What follows belongs to an exercise in optimizing a design on an open flow for small area, a short achievable clock period and few clock cycles per item; a production flow would make more cautious choices. No functional check of the RTL was part of this run. Power figures rest on the tool's default switching activity, not on a simulated workload.

[design/flow/design.v]
module enc1750_fmt (
    input  wire        hid,
    input  wire [51:0] fr,
    output wire [38:0] frac
);
    wire [52:0] a0 = {hid, fr};
    wire        z5 = ~|a0[52:21];
    wire [52:0] a1 = z5 ? {a0[20:0], 32'd0} : a0;
    wire        z4 = ~|a1[52:37];
    wire [52:0] a2 = z4 ? {a1[36:0], 16'd0} : a1;
    wire        z3 = ~|a2[52:45];
    wire [52:0] a3 = z3 ? {a2[44:0], 8'd0} : a2;
    wire        z2 = ~|a3[52:49];
    wire [52:0] a4 = z2 ? {a3[48:0], 4'd0} : a3;
    wire        z1 = ~|a4[52:51];
    wire [52:0] a5 = z1 ? {a4[50:0], 2'd0} : a4;
    wire        z0 = ~a5[52];
    wire [52:0] a6 = z0 ? {a5[51:0], 1'd0} : a5;
    assign frac = a6[51:13];
endmodule
module enc1750_core (
    input  wire [63:0] value,
    input  wire  [7:0] width,
    output wire [38:0] frac,    
    output wire  [2:0] fsel,    
    output wire        sgn,     
    output wire        nz,      
    output wire  [7:0] xe,      
    output wire  [1:0] status
);
    wire        s  = value[63];
    wire [10:0] be = value[62:52];
    wire [51:0] fr = value[51:0];
    wire w16 = (width == 8'd16);
    wire w32 = (width == 8'd32);
    wire w48 = (width == 8'd48);
    wire wok = w16 | w32 | w48;
    wire nonfinite = &be;
    wire is_sub    = ~|be;
    wire is_zero   = is_sub & ~|fr;
    wire ok        = wok & ~nonfinite;
    enc1750_fmt u_norm (.hid(~is_sub), .fr(fr), .frac(frac));
    assign fsel   = {w48, w32, w16} & {3{ok}};
    assign sgn    = s & ok;
    assign nz     = ~is_zero & ok;
    assign status = {wok & nonfinite, ~wok};
    wire ones16 = &fr[51:43], ones32 = &fr[42:29], ones48 = &fr[28:13];
    wire zer16  = ~|fr[51:43], zer32 = ~|fr[42:29], zer48 = ~|fr[28:13];
    wire all1 = ones16 & (w16 | (ones32 & (w32 | ones48)));
    wire all0 = zer16  & (w16 | (zer32  & (w32 | zer48)));
    wire inc  = ~s & all1;
    wire dec  = s & all0;
    wire [11:0] bea = {1'b0, be} + {{11{dec}}, inc | dec};
    reg [7:0] xf8;
    reg [5:0] xf6;
    always @(*) begin
        if (is_zero) begin
            xf8 = 8'h00; xf6 = 6'h00;
        end else if (is_sub) begin
            xf8 = 8'h80; xf6 = 6'h20;
        end else begin
            if (bea <= 12'd894)       xf8 = 8'h80;
            else if (bea >= 12'd1149) xf8 = 8'h7f;
            else                      xf8 = bea[7:0] + 8'd2;
            if (bea <= 12'd990)       xf6 = 6'h20;
            else if (bea >= 12'd1053) xf6 = 6'h1f;
            else                      xf6 = bea[5:0] + 6'd2;
        end
    end
    assign xe = ok ? (w16 ? {{2{xf6[5]}}, xf6} : xf8) : 8'd0;
endmodule
module enc1750_round (
    input  wire [38:0] frac,
    input  wire  [2:0] fsel,
    input  wire        sgn,
    input  wire        nz,
    input  wire  [7:0] xe,
    output wire [47:0] data
);
    wire s = sgn;
    wire r = (fsel[0] & frac[30]) | (fsel[1] & frac[16]) | (fsel[2] & frac[0]);
    wire c = r ^ s;
    wire in_a = fsel[0] | fsel[1] | fsel[2];
    wire in_b = fsel[1] | fsel[2];
    wire in_c = fsel[2];
    wire [39:0] x;
    assign x[39] = s;
    assign x[38] = nz ^ s;
    genvar k;
    generate
        for (k = 1; k <= 38; k = k + 1) begin : g_x
            if (k <= 8)
                assign x[38-k] = in_a ? (frac[39-k] ^ s) : c;
            else if (k <= 22)
                assign x[38-k] = in_b ? (frac[39-k] ^ s) : c;
            else
                assign x[38-k] = in_c ? (frac[39-k] ^ s) : c;
        end
    endgenerate
    wire [39:0] w = x + {39'd0, c};
    wire [39:0] m;
    assign m[39]   = s & nz;
    assign m[38]   = ~s & nz;
    assign m[37:0] = w[37:0];
    assign data = {m[39:30], fsel[0] ? xe[5:0] : m[29:24], m[23:16],
                   fsel[0] ? 8'd0 : xe, m[15:0]};
endmodule
module fp_encode_1750a (
    input  wire        clk,
    input  wire        rst,
    input  wire        in_valid,
    output wire        in_ready,
    input  wire [63:0] in_value,
    input  wire  [7:0] in_width,
    output wire        out_valid,
    input  wire        out_ready,
    output wire [47:0] out_data,
    output wire  [2:0] out_nbytes,
    output wire  [1:0] out_status
);
    wire [38:0] c_frac;
    wire  [2:0] c_fsel;
    wire        c_sgn, c_nz;
    wire  [7:0] c_xe;
    wire  [1:0] c_status;
    enc1750_core u_core (
        .value (in_value),
        .width (in_width),
        .frac  (c_frac),
        .fsel  (c_fsel),
        .sgn   (c_sgn),
        .nz    (c_nz),
        .xe    (c_xe),
        .status(c_status)
    );
    reg        ov;
    reg [38:0] frac_q;
    reg  [2:0] fsel_q;
    reg        sgn_q, nz_q;
    reg  [7:0] xe_q;
    reg  [1:0] status_q;
    wire load = ~ov | out_ready;
    assign in_ready  = ~rst & load;
    assign out_valid = ~rst & ov;
    always @(posedge clk) begin
        if (rst) ov <= 1'b0;
        else if (load) ov <= in_valid;
    end
    always @(posedge clk) begin
        if (load) begin
            frac_q   <= c_frac;
            fsel_q   <= c_fsel;
            sgn_q    <= c_sgn;
            nz_q     <= c_nz;
            xe_q     <= c_xe;
            status_q <= c_status;
        end
    end
    enc1750_round u_round (
        .frac(frac_q),
        .fsel(fsel_q),
        .sgn (sgn_q),
        .nz  (nz_q),
        .xe  (xe_q),
        .data(out_data)
    );
    assign out_status = status_q;
    assign out_nbytes = {fsel_q[1] | fsel_q[2], fsel_q[0] | fsel_q[2], 1'b0};
endmodule
[design/flow/run.sh]
#!/bin/bash
# synth_recipe.tcl (not shown) runs the flow's synth.tcl, then flattens the netlist and writes it again
# the make line also repeats each setting of config.mk as NAME=value (left out here)
make -C /OpenROAD-flow-scripts/flow DESIGN_CONFIG=/design/flow/config.mk WORK_HOME=/design/flow/orfs CLKGATE_MAP_FILE= SYNTH_SCRIPT=/design/flow/synth_recipe.tcl finish
[design/flow/config.mk]
export PLATFORM = sky130hd
export DESIGN_NAME = fp_encode_1750a
export DESIGN_NICKNAME = fp_encode_1750a
export VERILOG_FILES = /design/flow/design.v
export SDC_FILE = /design/flow/constraint.sdc
export NUM_CORES = 4
export LEC_CHECK = 0
export CAP_MARGIN = 20
export CORE_MARGIN = 2
export CORE_UTILIZATION = 40
export SLEW_MARGIN = 20
[design/flow/constraint.sdc]
create_clock -name core_clock -period 10.0 [get_ports {clk}]
set_input_delay 2.0000 -clock core_clock [delete_from_list [all_inputs] [get_ports {clk}]]
set_output_delay 2.0000 -clock core_clock [all_outputs]
set_load 0.01 [all_outputs]
==> notes.md <==
Sink Count=55; dpl cell area=between 9000 and 10000 sq um; Synth Cell Area=8230 sq um; Slew HR=0.333; Antenna Violating Nets Remaining=0; crit path kind=input port to flip-flop; switching share of power=0.330; sw power=0.000260 W; Most common cell on crit path=buf_4; warnings from Yosys=2; final net count=1290; RSZ-0062 raised after global routing=no; area leader, netlist=edfxtp_1; CP max FO=40; setup_tns=0 ps; Max H-tree Level=2; post-DR vias/cell=6.20; Port Buffers=129; WL/cell=20.6 microns; Setup Fix Bufs, Post-CTS=0; Seq pwr share=0.365; Clock power frac=0.256; hold buffers post-CTS=0; vias in the first global route=8319; Reg2Reg Setup Slack=8130 ps; slowest stage cell, crit path=or4_1; Die Span Y=147 microns; Cell Pwr Density=80.0 nW/um^2; Max-cap violations=0; Yosys top cell area share=0.197; Worst Hold Class=flip-flop to flip-flop; final max-slew violation count=0; Comb pwr share=0.379; Gate Count Post-Synth=1132; Multi-input gate area=6150 sq um; first-pass GRT wire length=between 40000 and 50000 microns; initial antenna violation count=0; Setup crit end kind=flip-flop; main flop type after synthesis=edfxtp_1; gr usage total=0.274; GP Congestion=between 1 and 1.5; clk latency of the worst-skew pair=300 ps; CP required=10140 ps; clock root buffer=clkbuf_16; pin count of the biggest net entering global routing=55; Final Hold Fails=0; ys async rst share=0; period utilisation layout=0.747; CTS buffer count=5; Register Area=1640 sq um; Worst EP arrival=between 7000 and 8000 ps; fraction of layout cells with a size suffix above 1=0.0596; clk slew on worst S/H paths=70 ps; Fill cells=2068; Ant. Diodes=0; main area contributors after synthesis=edfxtp_1, mux2i_1, o21ai_0; syn_nets=1214; sequential share of the synthesized area=0.199; FF+latch count, synth=55; row cnt=52; CTS resizes=0; leakage=3.32 nW; final instance area=9830 sq um; average cell area after synthesis=7.27 sq um; most common cell after layout, fill and taps aside=clkdlybuf4s50_1; via total after detailed routing=between 9000 and 10000; Netlist cell types=82; Worst-Margin Slew=roughly 1000 ps; CTS tree=yes; area grow syn2layout=19.4%; I/O Pins=~130; worst path cell trace=clkdlybuf4s50_1, or4_1, or4_4, nor3_4, buf_4, o21a_1, buf_4, a21oi_2, a21oi_4, nand2_2, o311a_4, and2_4, mux2_4, a211oi_2; drt first pass iters=6; remaining routing DRC violations=0; grt ovf=0; Initial Util=0.407; Tmin final=approximately 7500 ps; Clock Path Buffers=2; wirelength, routed=30400 microns; DRT iter0 DRCs=854; DPL Wire Length=23700 microns; Die W=147 microns; f_max=between 100 and 150 MHz; CP startpoint kind=input port; Die ar.=roughly 22000 sq um; run status=finished clean; area of the core=20200 sq um; Peak VDD IR=0.0865 mV; most frequent cells in the layout=clkdlybuf4s50_1, nand2_1, o21ai_0; Post-synth EDFFs=54; final setup skew=between 5 and 6 ps; Cell Int Power=0.000527 W; Setup-failing EPs final=0; Largest stage delay, worst path=590 ps
## synthesized netlist by cell type, drive strengths merged (7+ instances only)
master and instances:
or2 9, o31ai 14, and2 16, nor2 114
a31oi 22, mux2 10, nand2 120, nand2b 11
a221o 10, o211ai 17, nand3 42, o22ai 10
or4 8, xnor2 59, buf 33, o21a 8
nor4 24, nor2b 13, and3 25, a21o 11
nor3 26, edfxtp 54, clkbuf 49, a21oi 76
inv 19, nand4 23, a211oi 10, o21ai 125
xor2 19, mux2i 59, or3 7
## per-layer routing
metal  global-route usage  wire, microns  up-vias
li1                     -              -     4416
met4                0.136           1440        0
met5                    0              0        -
met2                0.410          13100      449
met3               0.0386           2400       72
met1                0.387          13500     4238
## power by group through the flow
stage,Combinational [W],Clock (W),Sequential (W)
final,0.000298,0.000202,0.000287
after global routing,0.000323,0.000216,0.000289
after CTS,0.000296,0.000207,0.000287
after detailed placement,0.000295,0,0.000292
after global placement,0.000296,0,0.000292
after floorplan,0.000161,0,0.000284
## path summary, 6_finish.rpt
kind | start | endpoint | cells after the start
setup / recovery | in_value[46] | frac_q[6]$_DFFE_PN_ | 14
hold / removal | ov$_SDFFE_PP0N_ | ov$_SDFFE_PP0N_ | 3
setup reg to reg | ov$_SDFFE_PP0N_ | frac_q[23]$_DFFE_PN_ | 2
hold reg to reg | ov$_SDFFE_PP0N_ | ov$_SDFFE_PP0N_ | 3
## cells by family (layout without fill, tap and decap cells)
group,count (synthesis),after routing,synth area share
buffers and inverters,102,179,0.0555
adder cells (fa/ha/maj),6,6,0.00912
multiplexers,69,69,0.0859
other,1,1,0.000455
AND/OR/NAND/NOR,452,452,0.274
XOR/XNOR,78,78,0.0830
AO/OA/AOI/OAI,369,369,0.293
flip-flops,55,55,0.199
## stage by stage
| step | std cells | hold slack (ps) | total power, W | utilization | worst slack (ps) |
|---|---|---|---|---|---|
| 3_5_place_dp | 1471 | 634 | 0.000587 | 0.477 | 2280 |
| 4_1_cts | 1479 | 643 | 0.000790 | 0.486 | 2620 |
| 2_1_floorplan | 1132 | 576 | 0.000446 | - | 3360 |
| 6_report | 1479 | 648 | 0.000787 | 0.486 | 2530 |
| 3_3_place_gp | 1471 | 604 | 0.000588 | 0.477 | 2410 |
| 5_1_grt | 1479 | 712 | 0.000828 | 0.486 | 2150 |
## state kept, by name, summed over array words and instances (netlist names)
name and cells:
frac_q 39, ov 1, sgn_q 1, nz_q 1, xe_q 8, fsel_q 3, status_q 2
## area by class of cell
cell class                 count  area share
tap                          270      0.0344
multi-input combinational    975       0.625
timing repair buffer         151       0.148
clock buffer                   5      0.0127
inverter                      20     0.00776
sequential                    55       0.167
clock inverter                 3     0.00484
## critical path: cells and delay by family
family | cells | cell delay [ps]
AOI/OAI and AO/OA | 5 | 1940
buffers and inverters | 3 | 1060
muxes | 1 | 370
and+or+nand+nor | 5 | 2200

-- port drivers added, routing unchanged --
Ports are ideal in the flow. The routed layout listed here was re-timed in OpenROAD.
Step 1 assumes that a clkbuf_16 drives the clock port and a buf_2 every other input.
Step 2 moves the port delays by t, midway between the first and last clock arrival at a register: inputs arrive t later, outputs are due t later. That takes back most of the time a late clock gives input paths.
Slacks: no drivers / after step 1 / after step 2; pairs: no drivers / after step 1.
t (ns): 0.345
setup WS [ns]: 2.531 / 2.556 / 2.212
hold WS [ns]: 0.648 / 0.648 / 0.648
latest minus earliest clock arrival (ns): 0.009 / 0.009
cell pins on the clock port's net: 1
After both steps this run still meets setup and hold. For this run, drivers alone change the setup slack by +0.025 ns; drivers and shift together by -0.319 ns.
